Context: an optimization exercise on an open-source flow, tuned for small area, a short achievable clock period and few clock cycles. The choices shown serve that exercise and are no tape-out recipe.
Only simulation tests tie the RTL to the original design; equivalence was not proved.

run a:
Design gf2_isirr, start of the top module:
module gf2_isirr (
    input  wire        clk,
    input  wire        rst,
    input  wire        start,
    input  wire [63:0] f,
    input  wire [5:0]  n,
    output wire        busy,
    output reg         done,
    output reg         err,
    output reg         irr,
    output reg  [6:0]  missed
);
Size: ~410 flip-flops.
clock: 12.0 ns
lec_check: 0
cap_margin: 20
core_margin: 2
core_utilization: 30
place_density: 0.5
slew_margin: 20
standard.sh (not shown) runs the stock make flow with config.mk's settings and CLKGATE_MAP_FILE= SYNTH_SCRIPT=/design/flow/synth_recipe.tcl, a recipe that flattens the netlist after the stock synthesis.
==> flow/flow/run.sh <==
#!/bin/bash
set -euo pipefail
bash standard.sh finish SETUP_SLACK_MARGIN=7.5 > standard.log 2>&1
Testbench counts of run a, summed over its fixed seeds: cycles 56,973.
Inputs modified between run a and run b:
==> flow/flow/run.sh <==
#!/bin/bash
set -euo pipefail
bash standard.sh finish SETUP_SLACK_MARGIN=8 > standard.log 2>&1
- As far as placer congestion estimate is concerned, run a and run b perform about the same.
- Looking at time the worst path needs with I/O delays and setup across both flows, run b is the stronger of the two, with run a trailing.
- Run b ended with less worst hold slack than run a.
- Delta (run b minus run a): final clock period utilization by the worst path went down by 3.0 points; setup slack went up by 0.36 ns; number of cells traversed by the worst register-to-register path went down by 2; wire length the detailed router placed on met1 went up by 7.4%.
- In run b, fraction of area in registers is lower than in run a.

---

Another version of the RTL of gf2_isirr (not shown whole).
For scale: ~4,500 cells after synthesis, about 370 flip-flops, ~84 I/O pins.
==> flow/config.mk <==
export PLATFORM = sky130hd
export DESIGN_NAME = gf2_isirr
export DESIGN_NICKNAME = gf2_isirr
export VERILOG_FILES = /design/flow/design.v
export SDC_FILE = /design/flow/constraint.sdc
export NUM_CORES = 8
export LEC_CHECK = 0
export CAP_MARGIN = 20
export CORE_MARGIN = 2
export CORE_UTILIZATION = 30
export PLACE_DENSITY = 0.5
export SLEW_MARGIN = 20
==> flow/constraint.sdc <==
create_clock -name core_clock -period 12.0 [get_ports {clk}]
set_input_delay 2.4000 -clock core_clock [delete_from_list [all_inputs] [get_ports {clk}]]
set_output_delay 2.4000 -clock core_clock [all_outputs]
set_load 0.01 [all_outputs]
==> flow/flow/run.sh <==
#!/bin/bash
set -euo pipefail
bash standard.sh finish SETUP_SLACK_MARGIN=7.5 > standard.log 2>&1
The starting point completed without violations.
Testbench counts at the start, summed over its fixed seeds: cycles 55,204.
==> next run, changes <==
--- a/flow/config.mk
+++ b/flow/config.mk
@@ -9,4 +9,5 @@
 export CORE_MARGIN = 2
-export CORE_UTILIZATION = 30
-export PLACE_DENSITY = 0.5
+export CORE_UTILIZATION = 45
+export CTS_BUF_LIST = sky130_fd_sc_hd__clkbuf_8
+export PLACE_DENSITY = 0.6
 export SLEW_MARGIN = 20
Outcome:
- synthesized cell count does not change
- wire length decreases by 3.6%

---

gf2_isirr, a different RTL version from the one above (not shown whole).
Size: about 380 flip-flops, about 37000 sq um of cells after synthesis.
export LEC_CHECK = 0
export CAP_MARGIN = 20
export CORE_MARGIN = 2
export CORE_UTILIZATION = 40
export PLACE_DENSITY = 0.6
export SLEW_MARGIN = 20
create_clock -name core_clock -period 12.0 [get_ports {clk}]
Scripts as last shown in full above: flow/flow/run.sh
Testbench counts at the start, summed over its fixed seeds: cycles 48,603.
Edit:
--- a/flow/config.mk
+++ b/flow/config.mk
@@ -8,5 +8,5 @@
 export CAP_MARGIN = 20
 export CORE_MARGIN = 2
-export CORE_UTILIZATION = 40
-export PLACE_DENSITY = 0.6
+export CORE_UTILIZATION = 35
+export PLACE_DENSITY = 0.5
 export SLEW_MARGIN = 20
Outcome: Worst hold slack hardly moves; count of clock-buffer cells in the layout is higher by 2; synthesized area stays the same; die area is higher by about 14%; utilization is lower by 5.1 points.
Edit:
--- a/flow/config.mk
+++ b/flow/config.mk
@@ -8,5 +8,6 @@
 export CAP_MARGIN = 20
 export CORE_MARGIN = 2
-export CORE_UTILIZATION = 35
-export PLACE_DENSITY = 0.5
+export CORE_UTILIZATION = 40
+export CTS_BUF_LIST = sky130_fd_sc_hd__clkbuf_8
+export PLACE_DENSITY = 0.55
 export SLEW_MARGIN = 20
Final cell count is lower by 2.7%.
Flip-flop and latch count does not change.
Via count is higher by 0.44%.

---

== job 5816 ==
RTL: one of the versions met above, not the one the previous note started from.
Size: roughly 4500 cells after synthesis, about 370 flip-flops.
// gf2_isirr
module gf2_isirr (
    input  wire        clk,
    input  wire        rst,
    input  wire        start,
    input  wire [63:0] f,
    input  wire [5:0]  n,
    output wire        busy,
    output reg         done,
    output reg         err,
    output reg         irr,
    output reg  [6:0]  missed
);
    localparam integer KD = 4;      
    localparam integer KL = 2;      
    localparam integer J  = 2;      
    localparam integer T  = 4;      
    localparam integer NQ = 64 / KD;
    localparam [3:0] S_IDLE  = 4'd0,
                     S_CHECK = 4'd1,
                     S_GCD0  = 4'd2,
                     S_LOOP  = 4'd5,
                     S_DIV   = 4'd6,
                     S_DEG   = 4'd7,
                     S_CNT   = 4'd8;
    reg [3:0]   st;
    reg         bsy;
    reg [63:0]  F;           
    reg [63:0]  A, B;        
    reg [127:0] W;           
    reg [7:0]   dl;          
    reg         g1r;         
    reg         gzr;         
    reg [5:0]   m;           
    reg [5:0]   kq;          
    reg [5:0]   cnt;         
    reg [5:0]   dd;          
    reg [5:0]   t;           
    reg [6:0]   r;           
    reg [KD-1:0] finv;       
    reg         p1, p2;      
    reg         wz;          
    assign busy = bsy;
    function [5:0] deg64;
        input [63:0] v;
        integer i;
        begin
            deg64 = 6'd0;
            for (i = 0; i < 64; i = i + 1)
                if (v[i]) deg64 = i[5:0];
        end
    endfunction
    wire [5:0] deg_f = deg64(F);
    localparam integer L  = J * T;
    localparam integer CO = J * T;
    localparam integer NC = 2 * CO + 1;
    reg [L-1:0] anl_n, bnl_n;
    reg [NC:0] lt;
    integer    li, lb;
    reg [8:0]  kv;
    reg        lres;
    always @* begin
  ...
==> flow/config.mk <==
export PLATFORM = sky130hd
export DESIGN_NAME = gf2_isirr
export DESIGN_NICKNAME = gf2_isirr
export VERILOG_FILES = /design/flow/design.v
export SDC_FILE = /design/flow/constraint.sdc
export NUM_CORES = 8
export LEC_CHECK = 0
export CAP_MARGIN = 20
export CORE_MARGIN = 2
export CORE_UTILIZATION = 30
export PLACE_DENSITY = 0.5
export SLEW_MARGIN = 20
==> flow/constraint.sdc <==
create_clock -name core_clock -period 12.0 [get_ports {clk}]
set_input_delay 2.4000 -clock core_clock [delete_from_list [all_inputs] [get_ports {clk}]]
set_output_delay 2.4000 -clock core_clock [all_outputs]
set_load 0.01 [all_outputs]
==> flow/flow/run.sh <==
#!/bin/bash
set -euo pipefail
bash standard.sh finish SETUP_SLACK_MARGIN=8 > standard.log 2>&1
Testbench counts of job 5816, summed over its fixed seeds: cycles 55,204.
Input-level comparison between job 8738 and job 5816:
Settings: PLACE_DENSITY now 0.55, was 0.5; CORE_UTILIZATION now 40, was 30.
==> flow/flow/run.sh <==
#!/bin/bash
set -euo pipefail
bash standard.sh finish SETUP_SLACK_MARGIN=7.5 > standard.log 2>&1
==> results.txt <==
Changes observed in job 8738 relative to job 5816: total wirelength of the detailed-routed design -7.4%; number of instances resized during post-cts repair -120. On sequential standard cell area, job 5816 and job 8738 are basically level. In job 8738 the area added between synthesis and finish turned out 8.0 points lower than in job 5816.
## Diff of input files: job 3523 against job 8738
Settings: CORE_UTILIZATION: 40 -> 30; CTS_BUF_LIST: unset -> sky130_fd_sc_hd__clkbuf_8; PLACE_DENSITY: 0.55 -> 0.5.
Results
Taking job 8738 as the reference point, the multi-input gate share of the layout cell area of job 3523 falls by 0.89 points. Compared to job 8738, job 3523 has clock-buffer cell count 17 higher. Going from job 8738 to job 3523, buffer count from post-CTS setup fixing shrinks by 1. Job 3523 vs. job 8738: number of buffers other than clock buffers in the final layout higher, worst hold slack now sits higher, final critical-path setup slack went down 0.040 ns.
> inputs changed (job 3523 -> job 4775)
Settings: a change of PLACE_DENSITY from 0.5 to 0.55; a change of CORE_UTILIZATION from 30 to 40.
- On layout multi-input combinational cell count, job 3523 and job 4775 are neck and neck.
- As far as register-to-register slack is concerned, job 3523 and job 4775 perform about the same.
- Between job 3523 and job 4775, the difference in shortest clock period the worst path allows after layout is negligible.
- Compared with job 3523, job 4775 improves routed wire length.
- Job 4775: fraction of area in multi-input gates 0.76 points above job 3523

---

## rev 12
gf2_isirr, a different RTL version from the one above (not shown whole).
Size in the first run: ~4700 cells after synthesis, about 380 flip-flops, roughly 84 I/O pins.
export LEC_CHECK = 0
export CAP_MARGIN = 20
export CORE_MARGIN = 2
export CORE_UTILIZATION = 40
export PLACE_DENSITY = 0.55
export SLEW_MARGIN = 20
create_clock -name core_clock -period 12.0 [get_ports {clk}]
==> flow/flow/run.sh <==
#!/bin/bash
set -euo pipefail
bash standard.sh finish SETUP_SLACK_MARGIN=7.5 > standard.log 2>&1
Rev 12: flow completed, timing, DRC and antenna clean
Testbench counts of rev 12, summed over its fixed seeds: cycles 47,865.
Changes in rev 13 relative to rev 12:
# rev 12
export LEC_CHECK = 0
export CAP_MARGIN = 20
export CORE_MARGIN = 2
export CORE_UTILIZATION = 40
export PLACE_DENSITY = 0.55
export SLEW_MARGIN = 20
create_clock -name core_clock -period 12.0 [get_ports {clk}]
# rev 13
export LEC_CHECK = 0
export CAP_MARGIN = 20
export CORE_MARGIN = 2
export CORE_UTILIZATION = 40
export CTS_BUF_LIST = sky130_fd_sc_hd__clkbuf_8
export PLACE_DENSITY = 0.55
export SLEW_MARGIN = 20
create_clock -name core_clock -period 12.0 [get_ports {clk}]
==> comparison <==
On final standard cell area without fillers, rev 13 and rev 12 are basically level.
As far as pre-CTS setup slack goes, rev 12 and rev 13 are indistinguishable; the numbers are identical.
~same total global-route track usage in rev 13 and rev 12
Measured against each other, rev 13 and rev 12 differ in highest clock rate, the higher figure coming from rev 12.
Measured against each other, rev 13 and rev 12 differ in critical path depth, the lower figure coming from rev 13.
NOTE met3 wire length rev 12->rev 13 increased by a few percent
Buffer depth of the longest clock path: rev 13 vs rev 12 identical
Rev 12 → rev 13: setup slack moved down, measured slew at the worst slew-check pin moved down.

---

before:
gf2_isirr, a different RTL version from the one above (not shown whole).
Size: about 370 flip-flops, ~84 I/O pins.
export LEC_CHECK = 0
export CAP_MARGIN = 20
export CORE_MARGIN = 2
export CORE_UTILIZATION = 40
export CTS_BUF_LIST = sky130_fd_sc_hd__clkbuf_8
export PLACE_DENSITY = 0.55
export SLEW_MARGIN = 20
create_clock -name core_clock -period 12.0 [get_ports {clk}]
Scripts as last shown in full above: flow/flow/run.sh
before ran to completion and came out clean on the timing, design-rule and antenna checks.
Testbench counts of before, summed over its fixed seeds: cycles 50,481.
Relative to before, the following input files were edited for after:
# before
export LEC_CHECK = 0
export CAP_MARGIN = 20
export CORE_MARGIN = 2
export CORE_UTILIZATION = 40
export CTS_BUF_LIST = sky130_fd_sc_hd__clkbuf_8
export PLACE_DENSITY = 0.55
export SLEW_MARGIN = 20
create_clock -name core_clock -period 12.0 [get_ports {clk}]
# after
export LEC_CHECK = 0
export CAP_MARGIN = 20
export CORE_MARGIN = 2
export CORE_UTILIZATION = 40
export PLACE_DENSITY = 0.55
export SLEW_MARGIN = 20
create_clock -name core_clock -period 12.0 [get_ports {clk}]
==> results.txt <==
Final cell area excluding filler cells: before vs after — no meaningful difference
The share of cell area taken by multi-input logic gates in after sits 0.26 points below the value recorded for before.
The final reports for after and before show setup slack lower in the former.
after: fraction of met2 tracks used by global routing is 0.51 points lower than what before reported.
Going from before to after, overall fraction of global-route tracks in use shrinks by 0.28 points.

==> separate check: timing with driven ports <==
How much do the figures lean on ideal ports? The routed layouts below were timed once more, with nothing changed but the port constraints. Step 1 (the two cells are an assumption about what drives the block):
set clk [get_ports {clk}]
set_driving_cell -lib_cell sky130_fd_sc_hd__clkbuf_16 $clk
set_driving_cell -lib_cell sky130_fd_sc_hd__buf_2 [delete_from_list [all_inputs] $clk]
Step 2 adds t to the input delays and takes it off the output delays; t is the mean of the earliest and latest rising clock arrival at the registers after step 1. Input paths then give back, and output paths get back, about the clock's delay inside the block. Slacks: ideal / step 1 / step 2; pairs: ideal / step 1.
run	t, ns	setup WS [ns]	worst slew at a driven data input, ns	cell pins on the clock port's net
run a	0.770	7.473 / 7.473 / 7.473	0.09	1
run b	0.774	7.835 / 7.835 / 7.523	0.09	1
the first run of note 2	0.708	7.403 / 7.403 / 7.403	0.08	1
the second run of note 2	0.766	7.429 / 7.429 / 7.429	0.11	1
the first run of note 3	0.702	7.412 / 7.412 / 7.412	0.05	1
the second run of note 3	0.705	7.465 / 7.465 / 7.465	0.08	1
the third run of note 3	0.838	7.359 / 7.359 / 7.359	0.06	1
job 5816	0.724	7.570 / 7.570 / 7.570	0.09	1
job 8738	0.698	7.494 / 7.494 / 7.494	0.08	1
job 3523	0.796	7.454 / 7.454 / 7.454	0.07	1
job 4775	0.780	7.454 / 7.454 / 7.454	0.08	1
rev 12	0.738	7.396 / 7.396 / 7.396	0.13	1
rev 13	0.819	7.324 / 7.324 / 7.324	0.13	1
before	0.796	7.397 / 7.397 / 7.397	0.09	1
after	0.704	7.373 / 7.373 / 7.373	0.10	1
After both steps every run listed still meets setup and hold. The setup slack of run b, which loses most, moves by 0.000 ns with the drivers and by -0.312 ns with both steps.
